This is an optimization exercise on Yosys and OpenROAD, whose aim is a short achievable clock period, not a production implementation.
In this exercise RTL edits were held to simulation tests only and were not proved equivalent to the original.
The flow treats the clock pin as an ideal source, which a real chip does not have.
No activity file was given, so power comes from the tool's default toggle rates.

$ cat flow/design.v
module td4_eq4 (
    input  wire [3:0] a,
    input  wire [3:0] b,
    output wire       eq
);
    assign eq = (a == b);
endmodule
module td4_core (
    input  wire       clk,
    input  wire       rst,           
    input  wire       prog_we,
    input  wire [3:0] prog_addr,
    input  wire [7:0] prog_wdata,
    input  wire       start,
    input  wire [4:0] prog_size,     
    input  wire [3:0] in_data,
    output reg        in_rd,
    output reg  [3:0] out_data,
    output reg        out_we,
    output reg        running,
    output reg        halted,
    output reg        aborted,
    output reg  [7:0] err_byte,
    output reg  [3:0] err_pc,
    output reg  [3:0] reg_a,
    output reg  [3:0] reg_b,
    output reg        carry,
    output reg  [4:0] pc
);
    localparam FW = 4;
    function [FW-1:0] predecode(input [7:0] b);
        reg [3:0] o;
        begin
            o = b[7:4];
            predecode = {(o == 4'h2) || (o == 4'h6),
                         (o == 4'h8) || (o == 4'hA) || (o == 4'hC) || (o == 4'hD),
                         (o == 4'hE),
                         (o == 4'hF)};
        end
    endfunction
    reg [7:0]    mem  [0:15];
    reg [FW-1:0] memf [0:15];
    reg [15:0]   memoh [0:15];    
    reg [4:0]    size;
    reg [7:0]    ir;        
    reg [FW-1:0] irf;       
    reg [15:0]   iroh;      
    reg [15:0]   pc1_oh;    
    reg [15:0]   iroh2;
    reg [15:0]   pc1_oh2;
    reg [3:0]    pc1;       
    reg [3:0]    ra, rb;
    reg          rc;
    reg [4:0]    rp;
    reg          run_i;     
    integer k;
    wire [FW-1:0] wflags = predecode(prog_wdata);
    reg  [15:0]   woh;
    always @(*) begin
        for (k = 0; k < 16; k = k + 1)
            woh[k] = (prog_wdata[3:0] == k);
    end
    always @(posedge clk) begin
        if (prog_we) begin
            mem[prog_addr]  <= prog_wdata;
            memf[prog_addr] <= wflags;
            memoh[prog_addr] <= woh;
        end
    end
    wire [3:0] op  = ir[7:4];
    wire [3:0] imm = ir[3:0];
    wire f_jmp   = irf[0];
    wire f_jnc   = irf[1];
    wire illegal = irf[2];
    wire f_in    = irf[3];
    wire take = f_jmp || (f_jnc && !rc);    
    wire stay = f_jnc && rc;                
    wire [4:0] pc_inc = rp + 5'd1;
    wire [4:0] pc_tgt = {1'b0, imm};
    wire h_inc  = (pc_inc >= size);
    wire h_tgt  = (pc_tgt >= size);
    wire h_stay = (rp >= size);
    wire h_next = take ? h_tgt : (stay ? h_stay : h_inc);
    wire [4:0] next_pc = take ? pc_tgt : (stay ? rp : pc_inc);
    reg [24+FW-1:0] w_inc, w_tgt;
    always @(*) begin
        w_inc = 0;
        w_tgt = 0;
        for (k = 0; k < 16; k = k + 1) begin
            w_inc = w_inc | ({{(10+FW){pc1_oh2[k]}}, {14{pc1_oh[k]}}} & {memoh[k], memf[k], mem[k]});
            w_tgt = w_tgt | ({{(10+FW){iroh2[k]}},   {14{iroh[k]}}}   & {memoh[k], memf[k], mem[k]});
        end
    end
    wire eq_tgt, eq_cur, eq_inc, eq_0;
    td4_eq4 u_eq_tgt (.a(prog_addr), .b(imm),     .eq(eq_tgt));
    td4_eq4 u_eq_cur (.a(prog_addr), .b(rp[3:0]), .eq(eq_cur));
    td4_eq4 u_eq_inc (.a(prog_addr), .b(pc1),     .eq(eq_inc));
    td4_eq4 u_eq_0   (.a(prog_addr), .b(4'd0),    .eq(eq_0));
    wire inc = !take && !stay;
    wire hit_run = prog_we && ((take && eq_tgt) || (stay && eq_cur) || (inc && eq_inc));
    wire [24+FW-1:0] w_new = {woh, wflags, prog_wdata};
    wire [24+FW-1:0] w_cur = {iroh, irf, ir};
    wire s_w = hit_run;
    wire s_t = take && !hit_run;
    wire s_s = stay && !hit_run;
    wire s_i = inc  && !hit_run;
    wire [24+FW-1:0] fetch_run = ({(24+FW){s_w}} & w_new) | ({(24+FW){s_t}} & w_tgt) |
                                 ({(24+FW){s_s}} & w_cur) | ({(24+FW){s_i}} & w_inc);
    wire [15:0] fetch_run2 = ({16{s_w}} & woh) | ({16{s_t}} & w_tgt[8+FW +: 16]) |
                             ({16{s_s}} & iroh2) | ({16{s_i}} & w_inc[8+FW +: 16]);
    wire size_nz = |prog_size;
    wire hit_st  = prog_we && (prog_addr == 4'd0);
    wire [24+FW-1:0] fetch_st = !size_nz ? {(24+FW){1'b0}} :
                               hit_st   ? w_new : {memoh[0], memf[0], mem[0]};
    wire [3:0] pa = ra ^ imm, ga = ra & imm;
    wire [3:0] pb = rb ^ imm, gb = rb & imm;
    wire [4:0] ca, cb;
    assign ca[0] = 1'b0;
    assign ca[1] = ga[0];
    assign ca[2] = ga[1] | (pa[1] & ga[0]);
    assign ca[3] = ga[2] | (pa[2] & ga[1]) | (pa[2] & pa[1] & ga[0]);
    assign ca[4] = ga[3] | (pa[3] & ga[2]) | (pa[3] & pa[2] & ga[1]) |
                   (pa[3] & pa[2] & pa[1] & ga[0]);
    assign cb[0] = 1'b0;
    assign cb[1] = gb[0];
    assign cb[2] = gb[1] | (pb[1] & gb[0]);
    assign cb[3] = gb[2] | (pb[2] & gb[1]) | (pb[2] & pb[1] & gb[0]);
    assign cb[4] = gb[3] | (pb[3] & gb[2]) | (pb[3] & pb[2] & gb[1]) |
                   (pb[3] & pb[2] & pb[1] & gb[0]);
    wire [4:0] sum_a = {ca[4], pa ^ ca[3:0]};
    wire [4:0] sum_b = {cb[4], pb ^ cb[3:0]};
    reg [3:0] next_a;
    reg [3:0] next_b;
    reg       next_c;
    reg       do_out;
    reg [3:0] out_val;
    always @(*) begin
        next_a  = ra;
        next_b  = rb;
        next_c  = 1'b0;
        do_out  = 1'b0;
        out_val = out_data;
        case (op)
            4'h3: next_a = imm;
            4'h7: next_b = imm;
            4'h4: next_b = ra;
            4'h1: next_a = rb;
            4'h0: begin
                next_a = sum_a[3:0];
                next_c = sum_a[4];
            end
            4'h5: begin
                next_b = sum_b[3:0];
                next_c = sum_b[4];
            end
            4'h2: next_a = in_data;
            4'h6: next_b = in_data;
            4'h9: begin
                do_out  = 1'b1;
                out_val = rb;
            end
            4'hB: begin
                do_out  = 1'b1;
                out_val = imm;
            end
            default: ;
        endcase
    end
    reg run_next;
    always @(*) begin
        if (rst)
            run_next = 1'b0;
        else if (start)
            run_next = 1'b1;
        else
            run_next = run_i && !illegal && !h_next;
    end
    reg run_next_o;
    always @(*) begin
        if (rst)
            run_next_o = 1'b0;
        else if (start)
            run_next_o = 1'b1;
        else
            run_next_o = running && !illegal && !h_next;
    end
    wire [FW-1:0] fetch_f = start ? fetch_st[8 +: FW] : fetch_run[8 +: FW];
    always @(posedge clk) begin
        run_i   <= run_next;
        running <= run_next_o;
        in_rd   <= run_next && fetch_f[3];
        if (rst) begin
            halted   <= 1'b0;
            aborted  <= 1'b0;
            size     <= 5'd0;
            reg_a    <= 4'd0;
            reg_b    <= 4'd0;
            carry    <= 1'b0;
            pc       <= 5'd0;
            out_data <= 4'd0;
            out_we   <= 1'b0;
            err_byte <= 8'd0;
            err_pc   <= 4'd0;
        end else if (start) begin
            halted   <= 1'b0;
            aborted  <= 1'b0;
            size     <= prog_size;
            reg_a    <= 4'd0;
            reg_b    <= 4'd0;
            carry    <= 1'b0;
            pc       <= 5'd0;
            out_we   <= 1'b0;
            err_byte <= 8'd0;
            err_pc   <= 4'd0;
        end else if (run_i) begin
            if (illegal) begin
                aborted  <= 1'b1;
                err_byte <= ir;
                err_pc   <= rp[3:0];
                out_we   <= 1'b0;
            end else begin
                reg_a    <= next_a;
                reg_b    <= next_b;
                carry    <= next_c;
                pc       <= next_pc;
                out_data <= out_val;
                out_we   <= do_out;
                if (h_next)
                    halted <= 1'b1;
            end
        end else begin
            out_we <= 1'b0;
        end
    end
    always @(posedge clk) begin
        if (start) begin
            ra <= 4'd0;
            rb <= 4'd0;
            rc <= 1'b0;
            rp <= 5'd0;
        end else if (run_i && !illegal) begin
            ra <= next_a;
            rb <= next_b;
            rc <= next_c;
            rp <= next_pc;
        end
    end
    always @(posedge clk) begin
        if (start) begin
            {iroh, irf, ir} <= fetch_st;
            iroh2     <= fetch_st[8+FW +: 16];
            pc1_oh    <= 16'd2;
            pc1_oh2   <= 16'd2;
            pc1       <= 4'd1;
        end else begin
            {iroh, irf, ir} <= fetch_run;
            iroh2     <= fetch_run2;
            pc1_oh    <= take ? {iroh[14:0], iroh[15]} :
                         (stay ? pc1_oh : {pc1_oh[14:0], pc1_oh[15]});
            pc1_oh2   <= take ? {iroh2[14:0], iroh2[15]} :
                         (stay ? pc1_oh2 : {pc1_oh2[14:0], pc1_oh2[15]});
            pc1       <= next_pc[3:0] + 4'd1;
        end
    end
endmodule
$ cat flow/flow/run.sh
#!/bin/bash
# Layout flow: the standard ORFS flow (standard.sh), with changes only to
# how cells are chosen and sized:
#  - dontuse.txt adds slow cells (four-high stacks, three- and four-input ORs,
#    low-power clock inverters, 4-input muxes and the delay cells) to the
#    platform's don't-use list, for synthesis and repair;
#  - the ports are buffered with buf_4 (the resizer may resize them later);
#  - the resizer may swap a cell for any cell of the same function
#    (MATCH_CELL_FOOTPRINT=0), not only one of the same footprint;
#  - after CTS, extra_repair.tcl runs more setup repair passes (and hold
#    repair), then the standard flow goes on from global routing.
# The clock tree is built by CTS as usual.  Each tool's output goes to a log
# of its own in the folder this runs in.
set -euo pipefail
here=$(cd "$(dirname "$0")" && pwd)
dont_use=$(tr -s ' \n' ' ' < "$here/dontuse.txt")
args=("DONT_USE_CELLS=$dont_use" MATCH_CELL_FOOTPRINT=0
      "BUFFER_PORTS_ARGS=-buffer_cell sky130_fd_sc_hd__buf_4")
bash standard.sh "${args[@]}" cts > standard_cts.log 2>&1
results=$(ls -d "$PWD"/orfs/results/*/td4_core/base)
RESULTS=$results LIB_FILE="$FLOW_HOME/platforms/$FLOW_PLATFORM/lib/sky130_fd_sc_hd__tt_025C_1v80.lib" \
  PLATFORM_DIR="$FLOW_HOME/platforms/$FLOW_PLATFORM" DONT_USE_FILE="$here/dontuse.txt" \
  openroad -no_init -exit "$here/extra_repair.tcl" > extra_repair.log 2>&1
bash standard.sh "${args[@]}" finish > standard_finish.log 2>&1
$ cat flow/flow/dontuse.txt
sky130_fd_sc_hd__probe_p_8 sky130_fd_sc_hd__probec_p_8 sky130_fd_sc_hd__lpflow_bleeder_1 sky130_fd_sc_hd__lpflow_clkbufkapwr_1 sky130_fd_sc_hd__lpflow_clkbufkapwr_16 sky130_fd_sc_hd__lpflow_clkbufkapwr_2 sky130_fd_sc_hd__lpflow_clkbufkapwr_4 sky130_fd_sc_hd__lpflow_clkbufkapwr_8 sky130_fd_sc_hd__lpflow_clkinvkapwr_1 sky130_fd_sc_hd__lpflow_clkinvkapwr_16 sky130_fd_sc_hd__lpflow_clkinvkapwr_2 sky130_fd_sc_hd__lpflow_clkinvkapwr_4 sky130_fd_sc_hd__lpflow_clkinvkapwr_8 sky130_fd_sc_hd__lpflow_decapkapwr_12 sky130_fd_sc_hd__lpflow_decapkapwr_3 sky130_fd_sc_hd__lpflow_decapkapwr_4 sky130_fd_sc_hd__lpflow_decapkapwr_6 sky130_fd_sc_hd__lpflow_decapkapwr_8 sky130_fd_sc_hd__lpflow_inputiso0n_1 sky130_fd_sc_hd__lpflow_inputiso0p_1 sky130_fd_sc_hd__lpflow_inputiso1n_1 sky130_fd_sc_hd__lpflow_inputiso1p_1 sky130_fd_sc_hd__lpflow_inputisolatch_1 sky130_fd_sc_hd__lpflow_isobufsrc_1 sky130_fd_sc_hd__lpflow_isobufsrc_16 sky130_fd_sc_hd__lpflow_isobufsrc_2 sky130_fd_sc_hd__lpflow_isobufsrc_4 sky130_fd_sc_hd__lpflow_isobufsrc_8 sky130_fd_sc_hd__lpflow_isobufsrckapwr_16 sky130_fd_sc_hd__lpflow_lsbuf_lh_hl_isowell_tap_1 sky130_fd_sc_hd__lpflow_lsbuf_lh_hl_isowell_tap_2 sky130_fd_sc_hd__lpflow_lsbuf_lh_hl_isowell_tap_4 sky130_fd_sc_hd__lpflow_lsbuf_lh_isowell_4 sky130_fd_sc_hd__lpflow_lsbuf_lh_isowell_tap_1 sky130_fd_sc_hd__lpflow_lsbuf_lh_isowell_tap_2 sky130_fd_sc_hd__lpflow_lsbuf_lh_isowell_tap_4 sky130_fd_sc_hd__a2111o_1 sky130_fd_sc_hd__a2111o_2 sky130_fd_sc_hd__a2111o_4 sky130_fd_sc_hd__a2111oi_0 sky130_fd_sc_hd__a2111oi_1 sky130_fd_sc_hd__a2111oi_2 sky130_fd_sc_hd__a2111oi_4 sky130_fd_sc_hd__a222oi_1 sky130_fd_sc_hd__a311o_1 sky130_fd_sc_hd__a311o_2 sky130_fd_sc_hd__a311o_4 sky130_fd_sc_hd__a311oi_1 sky130_fd_sc_hd__a311oi_2 sky130_fd_sc_hd__a311oi_4 sky130_fd_sc_hd__a41o_1 sky130_fd_sc_hd__a41o_2 sky130_fd_sc_hd__a41o_4 sky130_fd_sc_hd__a41oi_1 sky130_fd_sc_hd__a41oi_2 sky130_fd_sc_hd__a41oi_4 sky130_fd_sc_hd__clkdlybuf4s15_1 sky130_fd_sc_hd__clkdlybuf4s15_2 sky130_fd_sc_hd__clkdlybuf4s18_1 sky130_fd_sc_hd__clkdlybuf4s18_2 sky130_fd_sc_hd__clkdlybuf4s25_1 sky130_fd_sc_hd__clkdlybuf4s25_2 sky130_fd_sc_hd__clkdlybuf4s50_1 sky130_fd_sc_hd__clkdlybuf4s50_2 sky130_fd_sc_hd__dlygate4sd1_1 sky130_fd_sc_hd__dlygate4sd2_1 sky130_fd_sc_hd__dlygate4sd3_1 sky130_fd_sc_hd__dlymetal6s2s_1 sky130_fd_sc_hd__dlymetal6s4s_1 sky130_fd_sc_hd__dlymetal6s6s_1 sky130_fd_sc_hd__mux4_1 sky130_fd_sc_hd__mux4_2 sky130_fd_sc_hd__mux4_4 sky130_fd_sc_hd__nor4_1 sky130_fd_sc_hd__nor4_2 sky130_fd_sc_hd__nor4_4 sky130_fd_sc_hd__nor4b_1 sky130_fd_sc_hd__nor4b_2 sky130_fd_sc_hd__nor4b_4 sky130_fd_sc_hd__nor4bb_1 sky130_fd_sc_hd__nor4bb_2 sky130_fd_sc_hd__nor4bb_4 sky130_fd_sc_hd__o2111a_1 sky130_fd_sc_hd__o2111a_2 sky130_fd_sc_hd__o2111a_4 sky130_fd_sc_hd__o2111ai_1 sky130_fd_sc_hd__o2111ai_2 sky130_fd_sc_hd__o2111ai_4 sky130_fd_sc_hd__o311a_1 sky130_fd_sc_hd__o311a_2 sky130_fd_sc_hd__o311a_4 sky130_fd_sc_hd__o311ai_0 sky130_fd_sc_hd__o311ai_1 sky130_fd_sc_hd__o311ai_2 sky130_fd_sc_hd__o311ai_4 sky130_fd_sc_hd__o41a_1 sky130_fd_sc_hd__o41a_2 sky130_fd_sc_hd__o41a_4 sky130_fd_sc_hd__o41ai_1 sky130_fd_sc_hd__o41ai_2 sky130_fd_sc_hd__o41ai_4 sky130_fd_sc_hd__or4_1 sky130_fd_sc_hd__or4_2 sky130_fd_sc_hd__or4_4 sky130_fd_sc_hd__or4b_1 sky130_fd_sc_hd__or4b_2 sky130_fd_sc_hd__or4b_4 sky130_fd_sc_hd__or4bb_1 sky130_fd_sc_hd__or4bb_2 sky130_fd_sc_hd__or4bb_4  sky130_fd_sc_hd__or3_1 sky130_fd_sc_hd__or3_2 sky130_fd_sc_hd__or3_4 sky130_fd_sc_hd__or3b_1 sky130_fd_sc_hd__or3b_2 sky130_fd_sc_hd__or3b_4  sky130_fd_sc_hd__clkinvlp_2 sky130_fd_sc_hd__clkinvlp_4 
$ cat flow/flow/extra_repair.tcl
# Extra setup repair after CTS: ORFS's one repair_timing pass stops well short
# of its target here, so run more passes (with no cap on buffer insertion),
# then fix hold, legalize, and write the CTS result back for the rest of the
# flow.  The placement-based wire estimate falls well short of the routed
# wires here, so these passes see signal wires with 1.5 times met1's
# resistance and capacitance.
set results $::env(RESULTS)
read_liberty $::env(LIB_FILE)
read_db $results/4_cts.odb
read_sdc $results/4_cts.sdc
source $::env(PLATFORM_DIR)/setRC.tcl
set_wire_rc -signal -resistance 1.34e-03 -capacitance 2.59e-04
set_propagated_clock [all_clocks]
set f [open $::env(DONT_USE_FILE)]
set_dont_use [read $f]
close $f
estimate_parasitics -placement
report_worst_slack
foreach margin {2.6 2.7} {
  repair_timing -setup -setup_margin $margin -repair_tns 100 \
    -max_buffer_percent 100 -max_passes 1000 -verbose
  detailed_placement
  estimate_parasitics -placement
  report_worst_slack
}
repair_timing -hold -hold_margin 0.05 -verbose
detailed_placement
check_placement -verbose
estimate_parasitics -placement
report_worst_slack
report_worst_slack -min
write_db $results/4_cts.odb
$ cat flow/standard.sh
#!/bin/bash
# synth_recipe.tcl (not shown) runs the flow's synth.tcl, then flattens the netlist and writes it again
# the make line also repeats each setting of config.mk as NAME=value (left out here)
make -C /OpenROAD-flow-scripts/flow DESIGN_CONFIG=/design/flow/config.mk WORK_HOME=/design/flow/orfs CLKGATE_MAP_FILE= SYNTH_SCRIPT=/design/flow/synth_recipe.tcl "${@:-finish}"
$ cat flow/config.mk
export PLATFORM = sky130hd
export DESIGN_NAME = td4_core
export DESIGN_NICKNAME = td4_core
export VERILOG_FILES = /design/flow/design.v
export SDC_FILE = /design/flow/constraint.sdc
export NUM_CORES = 4
export LEC_CHECK = 0
export ABC_CLOCK_PERIOD_IN_PS = 1500
export CAP_MARGIN = 20
export CORE_MARGIN = 2
export CORE_UTILIZATION = 45
export SETUP_SLACK_MARGIN = 2.5
export SLEW_MARGIN = 20
export TNS_END_PERCENT = 100
$ cat flow/constraint.sdc
create_clock -name core_clock -period 4.5 [get_ports {clk}]
set_input_delay 0.9000 -clock core_clock [delete_from_list [all_inputs] [get_ports {clk}]]
set_output_delay 0.9000 -clock core_clock [all_outputs]
set_load 0.01 [all_outputs]
==> results of run 1 <==
## synth_stat cells (4+ instances only)
library cell  instances  area (um2)
nand2b_1             17       106.4
nor2_1              108       405.4
and2_1                4       25.02
a31oi_1              19       118.9
inv_1                31       116.4
ha_1                 24       300.3
dfxtp_1             135        2703
a211oi_1             47       352.8
nand4_1             115       719.4
xnor2_1               8       70.07
nand3_1              47       235.2
o221ai_1             11       96.34
o21bai_1             17       127.6
clkbuf_1            180       675.7
o211ai_1              5       37.54
xor2_1               15       131.4
mux2i_1              64       640.6
buf_2                14       70.07
nor2b_1              12       75.07
buf_6                 8       90.09
and4b_1              16       160.2
a21o_1                7       52.55
nor3_1               13       65.06
edfxtp_1            448       13450
a22oi_1             449        3371
a21oi_1              88       440.4
buf_4                 5       37.54
nand2_1             113       424.2
o21ai_2               9       78.83
o21ai_0              73       365.4
## state kept, by name (all words and copies together) (netlist names), 5 cells and up
name	count
memoh	256
iroh2	16
pc	5
size	5
pc1_oh2	16
memf	64
pc1_oh	16
ir	8
err_byte	8
iroh	16
mem	128
rp	5
## worst paths after layout
| check | cells past startpoint | start | endpoint |
|---|---|---|---|
| max | 12 | ir[0] | halted |
| min reg2reg | 2 | err_byte[0] | err_byte[0] |
| min | 2 | err_byte[0] | err_byte[0] |
| max reg2reg | 12 | ir[0] | halted |
## metrics by stage
step | util [%] | total power, mW | setup slack, ns | instances
after global placement | 47.90 | 7.875 | 1.109 | 2828
after CTS | 52.92 | 12.96 | 2.449 | 3003
after global routing | 55.15 | 13.50 | 2.281 | 3089
after floorplan | - | 7.240 | 1.982 | 2136
after detailed placement | 47.90 | 7.905 | 1.071 | 2828
final | 55.15 | 13.23 | 2.330 | 3089
## per-layer routing
| layer | share of wire (%) | vias to the layer above | track usage, % |
|---|---|---|---|
| met5 | 0.013 | - | 0 |
| met4 | 5.6 | 2 | 16.86 |
| met3 | 16 | 457 | 11.70 |
| met2 | 42 | 2023 | 49.01 |
| met1 | 37 | 10590 | 45.44 |
| li1 | - | 8776 | - |
## what timing repair did
item	CTS	global route
hold buffers	0	0
endpoints found under the setup margin	387	69
pin swaps	32	21
gates cloned	2	3
gates resized for setup	203	32
buffers inserted	64	11
## cell type report
| type | instances | area (um2) | area share [%] |
|---|---|---|---|
| multi-input cells | 1318 | 9520 | 30.50 |
| clock inverters | 39 | 432.9 | 1.387 |
| well taps | 756 | 945.9 | 3.030 |
| inverters | 31 | 142.6 | 0.4570 |
| flip-flops and latches | 583 | 16320 | 52.29 |
| repair inverters | 1 | 8.758 | 0.02806 |
| repair buffers | 291 | 2313 | 7.411 |
| clock buffers | 70 | 1528 | 4.894 |
## worst max-delay path, cell delays in order (launching register included)
cell	delay [ns]
dfxtp_4	0.35
buf_1	0.11
buf_6	0.12
inv_8	0.04
ha_4	0.20
nand2b_4	0.13
a21o_1	0.17
a211o_1	0.26
a22oi_2	0.17
buf_6	0.13
buf_1	0.14
a21oi_2	0.07
o21a_1	0.18
## cell families (layout without fill, tap and decap cells)
logic type	after synthesis	count (layout)
adders and majority gates	26	26
AOI/OAI and AO/OA	736	736
muxes	65	65
DFF	583	583
buffers and inverters	240	432
xor gates and xnor gates	23	23
and+or+nand+nor	463	468
## report_power, final
group	leakage [nW]	internal [mW]	switching [mW]	total, mW
logic	4.93	0.627	0.855	1.48
registers	4.63	5.98	0.718	6.70
clock network	0.976	2.89	2.16	5.05
==> results.txt, run 1 <==
status no timing/DRC/antenna violations; via/cell ratio 7.073; area of the die 59480 um2; layout cells sized above 1 23.79%; Detailed Route WL 103100 um; hold slack 0.4623 ns; Rel. slew slack 51.66%; required time of the critical path 5.05 ns; adder-cell share of the synthesized area 1.314%; Area Overhead vs Synth 20.54%; CP endpoint kind flop; largest net degree at the start of global routing 51; Peak supply drop 0.0003015 V; Synth Area per Inst 12.12 um2; Synth cell types 54; number of global-route vias before repair 21170; Clock transition at path regs 0.07 ns; worst-skew pair later-pin latency 0.66 ns; Final period util 48.22%; final setup TNS 0 ns; Worst Path Max Fanout 3; # rows 87; DP Area 27110 um2; TritonCTS Buffers 59; max cap viols 0; post-DP HPWL 56760 um; Achievable Freq 460.8 MHz; root buffer cell clkbuf_16; detailed-route via count 21850; EDFF count, synth 448; max-slew violations 0; power density over the cells 423.8 nW/um2; startpoint type of the worst setup path flop; chip height 243.9 um; Die X-Extent 243.9 um; Design Area, Final 31210 um2; Worst Path Class, Setup flop to flop; total grt overflow 0; ys flop type edfxtp_1; Yosys reg bits 583; # IOs 60; YS warnings 1; clk_skew 0.02048 ns; Final Setup Violations 0; Fill cells 4572; post-route ant nets 0; Mapped Area 25890 um2; mux cell area share after synthesis 2.517%; Antenna Cells 0; # DRC 0; H-tree levels 2; Fin. Hold Viols 0; slew of the pin with the lowest slew margin 0.7251 ns; DR iter-0 viols 3784; GPL Wtd Cong 0.9526; most frequent cells in the layout 448 x a22oi_1, 448 x edfxtp_1, 115 x nand4_1; CP arrival 2.72 ns; syn nets 2187; RSZ-0062 raised after global routing true; first-pass GRT wire length 146600 um; initial antenna violation count 1; Post-Synth Simple-Gate Area 9.364%; R2R Setup Slk 2.33 ns; CTS sink count 583; Synth Instances 2136; PortBufs 59; overall routing resource usage 33.94%; main combinational cell family by area after synthesis compound AO/OA/AOI/OAI gates; First-pass DRT Iterations 7; drt wl/cell 33.38 um; CTS tree yes; Synth Area in XOR/XNOR 0.7779%; minimum clock period 2.170 ns; sequential share of the synthesized area 62.39%; fin nets 2336; Initial Util 45.75%; Synth Area in Compound Gates 19.79%; leakage 10.54 nW; Core ar. 56600 um2; Clock Tree Buf Depth 3; Hold/Removal Path Class flop to flop; asr flop ratio synth 0%
==> inputs of run 2 (changes only) <==
--- a/flow/design.v
+++ b/flow/design.v
@@ -48,4 +48,2 @@
     reg [15:0]   pc1_oh;    
-    reg [15:0]   iroh2;
-    reg [15:0]   pc1_oh2;
     reg [3:0]    pc1;       
@@ -54,3 +52,2 @@
     reg [4:0]    rp;
-    reg          run_i;     
     integer k;
@@ -89,4 +86,4 @@
         for (k = 0; k < 16; k = k + 1) begin
-            w_inc = w_inc | ({{(10+FW){pc1_oh2[k]}}, {14{pc1_oh[k]}}} & {memoh[k], memf[k], mem[k]});
-            w_tgt = w_tgt | ({{(10+FW){iroh2[k]}},   {14{iroh[k]}}}   & {memoh[k], memf[k], mem[k]});
+            w_inc = w_inc | ({(24+FW){pc1_oh[k]}} & {memoh[k], memf[k], mem[k]});
+            w_tgt = w_tgt | ({(24+FW){iroh[k]}}  & {memoh[k], memf[k], mem[k]});
         end
@@ -108,4 +105,2 @@
                                  ({(24+FW){s_s}} & w_cur) | ({(24+FW){s_i}} & w_inc);
-    wire [15:0] fetch_run2 = ({16{s_w}} & woh) | ({16{s_t}} & w_tgt[8+FW +: 16]) |
-                             ({16{s_s}} & iroh2) | ({16{s_i}} & w_inc[8+FW +: 16]);
     wire size_nz = |prog_size;
@@ -175,12 +170,3 @@
         else
-            run_next = run_i && !illegal && !h_next;
-    end
-    reg run_next_o;
-    always @(*) begin
-        if (rst)
-            run_next_o = 1'b0;
-        else if (start)
-            run_next_o = 1'b1;
-        else
-            run_next_o = running && !illegal && !h_next;
+            run_next = running && !illegal && !h_next;
     end
@@ -188,4 +174,3 @@
     always @(posedge clk) begin
-        run_i   <= run_next;
-        running <= run_next_o;
+        running <= run_next;
         in_rd   <= run_next && fetch_f[3];
@@ -214,3 +199,3 @@
             err_pc   <= 4'd0;
-        end else if (run_i) begin
+        end else if (running) begin
             if (illegal) begin
@@ -240,3 +225,3 @@
             rp <= 5'd0;
-        end else if (run_i && !illegal) begin
+        end else if (running && !illegal) begin
             ra <= next_a;
@@ -250,5 +235,3 @@
             {iroh, irf, ir} <= fetch_st;
-            iroh2     <= fetch_st[8+FW +: 16];
             pc1_oh    <= 16'd2;
-            pc1_oh2   <= 16'd2;
             pc1       <= 4'd1;
@@ -256,7 +239,4 @@
             {iroh, irf, ir} <= fetch_run;
-            iroh2     <= fetch_run2;
             pc1_oh    <= take ? {iroh[14:0], iroh[15]} :
                          (stay ? pc1_oh : {pc1_oh[14:0], pc1_oh[15]});
-            pc1_oh2   <= take ? {iroh2[14:0], iroh2[15]} :
-                         (stay ? pc1_oh2 : {pc1_oh2[14:0], pc1_oh2[15]});
             pc1       <= next_pc[3:0] + 4'd1;
--- a/flow/config.mk
+++ b/flow/config.mk
@@ -10,3 +10,3 @@
 export CORE_MARGIN = 2
-export CORE_UTILIZATION = 45
+export CORE_UTILIZATION = 35
 export SETUP_SLACK_MARGIN = 2.5
==> run 2 against run 1 <==
Net effect: combinational power is 7% higher; still clean; flip-flop and latch count fell by 33; final cell count decreased by 1.5%; worst hold slack gained 0.0050 ns; highest routed layer is now met4; synthesized cell count is 11% lower; global-route usage fell by 7.7 points; critical path depth is 11 lower; clock power down 4%; critical endpoint is now running.
==> results.txt, run 2 <==
max-slew violations 0 (unchanged); hold slack 0.4673 ns (+0.005008 ns); detailed-route via count 20210 (-7.5%); Initial Util 35.41% (-10 points); adder-cell share of the synthesized area 1.399% (+0.085 points); Core ar. 68710 um2 (+21%); Fin. Hold Viols 0 (unchanged); H-tree levels 2 (unchanged); CP top delay family flip-flops; minimum clock period 2.006 ns (-0.1641 ns); Clock Tree Buf Depth 3 (unchanged); largest register by flop count memoh; Synth Area in Compound Gates 20.52% (+0.73 points); CP arrival 1.11 ns (-1.61 ns); Yosys top cell by area edfxtp_1; worst-skew pair later-pin latency 0.66 ns (about the same); # IOs 60 (unchanged); most frequent cells in the layout 448 x edfxtp_1, 232 x a22oi_1, 108 x a22o_1; first-pass GRT wire length 136900 um (-6.6%); Post-Synth Simple-Gate Area 8.239% (-1.1 points); ys flop type edfxtp_1; sequential share of the synthesized area 63.69% (+1.3 points); # hold bufs at CTS 0 (unchanged); largest net degree at the start of global routing 31 (-39%); initial antenna violation count 0 (-1); Peak supply drop 0.0002823 V (-6.4%); Clock transition at path regs 0.06 ns (about the same); asr flop ratio synth 0% (unchanged); root buffer cell clkbuf_16; Largest regs memoh (256), mem (128), memf (64); startpoint type of the worst setup path flop; Detailed Route WL 95470 um (-7.4%); crit-path cells buf_6; # DRC 0 (unchanged); chip height 267.6 um (+9.7%); final setup TNS 0 ns (unchanged); Synth Instances 1900 (-11%); Worst Path Max Fanout 2 (-1); YS warnings 1 (unchanged); Synth cell types 54 (unchanged); Synth Area per Inst 12.80 um2 (+5.6%); overall routing resource usage 26.24% (-7.7 points); number of global-route vias before repair 20070 (-5.2%); post-DP HPWL 51860 um (-8.6%); required time of the critical path 3.60 ns (-1.45 ns); mux cell area share after synthesis 2.309% (-0.21 points); max reg flops 256 (unchanged); CTS sink count 550 (-5.7%); Rel. slew slack 49.87% (-1.8 points); Mapped Area 24330 um2 (-6.0%); most common cell after layout, fill and taps aside edfxtp_1; via/cell ratio 6.641 (-6.1%); non-filler instance count after layout 3043 (-1.5%); DR iter-0 viols 3231 (-15%); CTS tree yes; status no timing/DRC/antenna violations; CP endpoint kind output port; total grt overflow 0 (unchanged); layout cells sized above 1 22.92% (-0.87 points); clk_skew 0.04626 ns (+0.02578 ns); post-synth top area share 55.30% (+3.3 points); top cells by area, synth edfxtp_1 55%, dfxtp_1 8.4%, a22oi_1 7.2%; drt wl/cell 31.37 um (-6.0%); power density over the cells 418.2 nW/um2 (-1.3%); First-pass DRT Iterations 8 (+1); Final period util 44.58% (-3.6 points); Area Overhead vs Synth 23.12%; main combinational cell family by area after synthesis compound AO/OA/AOI/OAI gates; Die X-Extent 267.6 um (+9.7%); post-placement cell count 2799 (-1.0%); peak per-stage delay on the critical path 0.35 ns (about the same); # rows 96 (+10%); Yosys reg bits 550 (-5.7%); slew of the pin with the lowest slew margin 0.7491 ns (+0.02406 ns); EDFF count, synth 448 (unchanged); Hold/Removal Path Class flop to flop; Antenna Cells 0 (unchanged); fin nets 2119 (-9.3%); Achievable Freq 498.5 MHz (+8.2%); max cap viols 0 (unchanged); post-route ant nets 0 (unchanged); GPL Wtd Cong 0.8910 (-6.5%); area of the die 71630 um2 (+20%); leakage 9.581 nW (-9.1%); RSZ-0062 raised after global routing true; top cells by count, synth 448 x edfxtp_1, 232 x a22oi_1, 125 x clkbuf_1; Worst Path Class, Setup flop to output port; Synth Area in XOR/XNOR 0.7920% (+0.014 points); syn nets 1951 (-11%); Final Setup Violations 0 (unchanged); slowest CP cell dfxtp_4; cell with the most instances after synthesis edfxtp_1; PortBufs 59 (unchanged); Buf/Inv on CP 1 (-4); TritonCTS Buffers 56 (-5.1%)
## run 2: cell type report
| cell class | count | area [um2] |
|---|---|---|
| fill | 6180 | 38750 |
| sequential | 550 | 15680 |
| multi-input combinational | 1179 | 8775 |
| timing repair buffer | 265 | 2323 |
| clock buffer | 71 | 1570 |
| tap | 931 | 1165 |
| clock inverter | 31 | 344.1 |
| inverter | 16 | 93.84 |
## run 2: worst register-to-register path: stages, from the launching register on
cell and delay, ns:
dfxtp_4 0.36, buf_6 0.13, buf_6 0.11, xnor2_2 0.12, nand3_2 0.12, buf_1 0.15, o221ai_4 0.33, buf_8 0.18
o22ai_1 0.09, a21oi_1 0.15, o21ai_1 0.08
## run 2: cell families after synthesis
| logic type | after synthesis |
|---|---|
| AO/OA/AOI/OAI | 667 |
| flip-flops | 550 |
| AND/OR/NAND/NOR | 406 |
| buffers and inverters | 173 |
| multiplexers | 56 |
| adder cells (fa/ha/maj) | 26 |
| XOR/XNOR | 22 |
## run 2: final timing paths
path	startpoint	end	slack, ns	cells after the start
setup / recovery	running	running	2.49	1
hold / removal	err_byte[6]	err_byte[6]	0.47	2
setup reg to reg	rp[0]	irf[1]	2.52	10
hold reg to reg	err_byte[6]	err_byte[6]	0.47	2
## run 2: timing repair
item                       in CTS  in global routing
cloned                          1                  0
setup endpoints to repair     334                 33
pin swaps                      18                  2
buffers inserted               61                  8
resized for setup             163                  4
## run 2: layer usage
| metal | routed length (um) | GRT usage, % |
|---|---|---|
| met2 | 41000 | 39.83 |
| met5 | 0 | 0 |
| met1 | 34550 | 33.92 |
| met3 | 14020 | 7.815 |
| met4 | 5893 | 13.53 |
## run 2: where the power goes
group	internal, mW	switching, mW	leakage (nW)
logic	0.594	0.999	4.26
clock network	2.77	2.08	0.963
registers	5.65	0.438	4.36
## run 2: per-stage QoR
stage	worst slack, ns	total power [mW]	utilization (%)	instance area [um2]
finish	2.494	12.53	43.60	29950
CTS	2.442	12.28	41.66	28620
floorplan	1.988	6.785	-	24590
global route	2.443	12.80	43.60	29950
detailed placement	1.255	7.453	37.72	25910
global placement	1.287	7.426	37.72	25910
==> inputs of run 3 (changes only) <==
--- a/flow/flow/extra_repair.tcl
+++ b/flow/flow/extra_repair.tcl
@@ -3,5 +3,3 @@
 # then fix hold, legalize, and write the CTS result back for the rest of the
-# flow.  The placement-based wire estimate falls well short of the routed
-# wires here, so these passes see signal wires with 1.5 times met1's
-# resistance and capacitance.
+# flow.
 set results $::env(RESULTS)
@@ -11,3 +9,2 @@
 source $::env(PLATFORM_DIR)/setRC.tcl
-set_wire_rc -signal -resistance 1.34e-03 -capacitance 2.59e-04
 set_propagated_clock [all_clocks]
==> run 3 against run 2 <==
Net effect: still clean on timing, DRC and antenna; die area is the same; synthesized cell count is the same; combinational power shrank 4%; routed wire length shrank 0.94%; flip-flop and latch count is the same; clock-buffer cell count is the same.
==> results.txt, run 3 <==
Synth cell types 54 (unchanged); # DRC 0 (unchanged); Yosys reg bits 550 (unchanged); Fill cells 6240 (+0.97%); max reg flops 256 (unchanged); initial antenna violation count 2 (+2); CP arrival 2.58 ns (+1.47 ns); EDFF count, synth 448 (unchanged); area of the die 71630 um2 (unchanged); detailed-route via count 20090 (-0.60%); Final period util 45.13% (+0.55 points); Cell Int Power 8.968 mW (-0.46%); drt wl/cell 31.37 um (about the same); Hold/Removal Path Class flop to flop; Worst path most repeated cell a211oi_2; worst-skew pair later-pin latency 0.66 ns (about the same); Buf/Inv on CP 2 (+1); final setup TNS 0 ns (unchanged); Initial Util 35.41% (unchanged); Core ar. 68710 um2 (unchanged); first-pass GRT wire length 135100 um (-1.3%); PortBufs 59 (unchanged); Yosys top cell by area edfxtp_1; overall routing resource usage 25.91% (-0.34 points); root buffer cell clkbuf_16; # hold bufs at CTS 0 (unchanged); CTS sink count 550 (unchanged); Achievable Freq 492.4 MHz (-1.2%); peak per-stage delay on the critical path 0.42 ns (+0.07 ns); max-slew violations 0 (unchanged); Largest regs memoh (256), mem (128), memf (64); sequential share of power 48.9% (+0.3 points); slowest CP cell fa_2; layout cells sized above 1 21.32% (-1.6 points); via/cell ratio 6.662 (+0.32%); most frequent cells in the layout 448 x edfxtp_1, 232 x a22oi_1, 108 x a22o_1; Clock transition at path regs 0.07 ns (about the same); combinational power share 12.2% (-0.5 points); top cells by area, synth edfxtp_1 55%, dfxtp_1 8.4%, a22oi_1 7.2%; post-route ant nets 0 (unchanged); asr flop ratio synth 0% (unchanged); First-pass DRT Iterations 6 (-2); total grt overflow 0 (unchanged); Peak supply drop 0.0002811 V (-0.44%); # IOs 60 (unchanged); CP endpoint kind flop; required time of the critical path 5.05 ns (+1.45 ns); post-DP HPWL 51860 um (unchanged); leakage 9.416 nW (-1.7%); Mapped Area 24330 um2 (unchanged); Final Setup Violations 0 (unchanged); max cap viols 0 (unchanged); Area Overhead vs Synth 20.71%; NetSw 3.507 mW (-0.30%); YS warnings 1 (unchanged); syn nets 1951 (unchanged); largest register by flop count memoh; largest net degree at the start of global routing 61 (+97%); RSZ-0062 raised after global routing true; fin util 42.74% (-0.86 points); Synth Area per Inst 12.80 um2 (unchanged); TritonCTS Buffers 56 (unchanged); Clock power frac 38.9% (+0.2 points); Net Sw Frac 28.11% (+0.033 points); Die X-Extent 267.6 um (unchanged); most common cell after layout, fill and taps aside edfxtp_1; clk_skew 0.04488 ns (-0.001383 ns); CP top delay family adder cells; number of global-route vias before repair 19870 (-0.96%); chip height 267.6 um (unchanged); # rows 96 (unchanged); status no timing/DRC/antenna violations; sequential share of the synthesized area 63.69% (unchanged); CTS tree yes; fin nets 2090 (-1.4%); DR iter-0 viols 2971 (-8.0%); Detailed Route WL 94570 um (-0.94%); Synth Instances 1900 (unchanged); minimum clock period 2.031 ns (+0.02473 ns); H-tree levels 2 (unchanged); power density over the cells 424.8 nW/um2 (+1.6%); crit-path cells buf_6 > ha_4 > inv_2 > fa_2 > mux2_4 > a211oi_2 > a211oi_2 > a211oi_1; slew of the pin with the lowest slew margin 0.9578 ns (+0.2087 ns); top cells by count, synth 448 x edfxtp_1, 232 x a22oi_1, 125 x clkbuf_1; post-synth top area share 55.30% (unchanged); startpoint type of the worst setup path flop; Worst Path Max Fanout 6 (+4); area occupied by multi-input gates 8668 um2 (-1.2%); cell with the most instances after synthesis edfxtp_1; Sequential Area 15650 um2 (-0.22%); Worst Path Class, Setup flop to flop; Clock Tree Buf Depth 3 (unchanged); Fin. Hold Viols 0 (unchanged); GPL Wtd Cong 0.8910 (unchanged); Rel. slew slack 36.15% (-14 points); ys flop type edfxtp_1
## run 3: changes by cell type in the layout (fill, tap and decap cells not counted), sizes merged
cell	change
buf	-20
diode	+1
clkbuf	-9
## run 3: what timing repair did
item                                    in CTS  in global routing
endpoints found under the setup margin     334                 22
pin swaps                                   18                  8
gates resized for setup                    163                  9
cloned                                       1                  0
setup buffers                               61                  4
## run 3: worst min-delay path, delay by kind of cell (launching register included)
family,cells,cell delay [ns]
AOI/OAI and AO/OA,1,0.05
DFF,1,0.32
and+or+nand+nor,1,0.05
## run 3: layout make-up
cell class | count | area share [%]
antenna | 1 | 0.008522
clock buffer | 71 | 5.347
clock inverter | 31 | 1.172
inverter | 16 | 0.3025
multi-input combinational | 1179 | 29.52
sequential | 550 | 53.28
tap | 931 | 3.967
timing repair buffer | 236 | 6.400
## run 3: logic make-up after synthesis
group	after synthesis	share of synthesized area [%]
adders and majority gates	26	1.399
DFF	550	63.69
xor gates and xnor gates	22	0.7920
muxes	56	2.309
AOI/OAI and AO/OA	667	20.52
and+or+nand+nor	406	8.239
buffers and inverters	173	3.050
## run 3: layer usage
metal / vias to the layer above / part of all wire (%) / GRT usage [%]
li1: 8000 / - / -
met5: - / 0 / 0
met1: 9843 / 36 / 33.79
met3: 460 / 15 / 7.255
met2: 1783 / 43 / 39.05
met4: 0 / 6.1 / 13.92
## run 3: power by group through the flow
| stage | Combinational, mW | Sequential, mW | Clock (mW) |
|---|---|---|---|
| floorplan | 0.968 | 5.82 | 0 |
| global placement | 1.28 | 6.15 | 0 |
| detailed placement | 1.30 | 6.15 | 0 |
| CTS | 1.35 | 6.06 | 4.87 |
| global route | 1.58 | 6.08 | 5.07 |
| finish | 1.52 | 6.10 | 4.86 |
## run 3: stage by stage
| stage | power, mW | hold WS [ns] | area (um2) | worst slack, ns | instances |
|---|---|---|---|---|---|
| final | 12.47 | 0.4633 | 29370 | 2.469 | 3015 |
| after global routing | 12.73 | 0.4930 | 29360 | 2.370 | 3014 |
| after CTS | 12.28 | 0.4671 | 28620 | 2.442 | 2963 |
| after detailed placement | 7.453 | 0.4566 | 25910 | 1.255 | 2799 |
| after global placement | 7.426 | 0.4512 | 25910 | 1.287 | 2799 |
| after floorplan | 6.785 | 0.4589 | 24590 | 1.988 | 1900 |
## run 3: worst paths after layout
kind / from / to / slack [ns] / cells after the start
max reg2reg: ir[0] / rb[1] / 2.47 / 8
min: err_byte[3] / err_byte[3] / 0.46 / 2
max: ir[0] / rb[1] / 2.47 / 8
min reg2reg: err_byte[3] / err_byte[3] / 0.46 / 2

separate check: timing with driven ports:
In the flow no input, the clock included, has a driving cell. The finished layouts below were timed again as built, in two steps. Step 1 (the two cells are an assumption about what drives the block):
set clk [get_ports {clk}]
set_driving_cell -lib_cell sky130_fd_sc_hd__clkbuf_16 $clk
set_driving_cell -lib_cell sky130_fd_sc_hd__buf_2 [delete_from_list [all_inputs] $clk]
Step 2 also shifts input and output timing later by t, the mid clock arrival at the registers, as if the neighbouring blocks saw the same clock. Slacks: ideal / step 1 / step 2; pairs: ideal / step 1.
run | shift t [ns] | setup WS [ns] | latest minus earliest clock arrival (ns) | worst data-port slew with drivers (ns) | cell pins on the clock port's net
run 1 | 0.710 | 2.330 / 2.330 / 1.800 | 0.023 / 0.022 | 0.06 | 1
run 2 | 0.693 | 2.494 / 2.434 / 1.893 | 0.050 / 0.050 | 0.20 | 1
run 3 | 0.695 | 2.469 / 2.430 / 1.902 | 0.047 / 0.047 | 0.08 | 1
After both steps setup and hold are still met in every run listed. For run 2, which loses most, drivers alone change the setup slack by -0.060 ns; drivers and shift together by -0.601 ns.
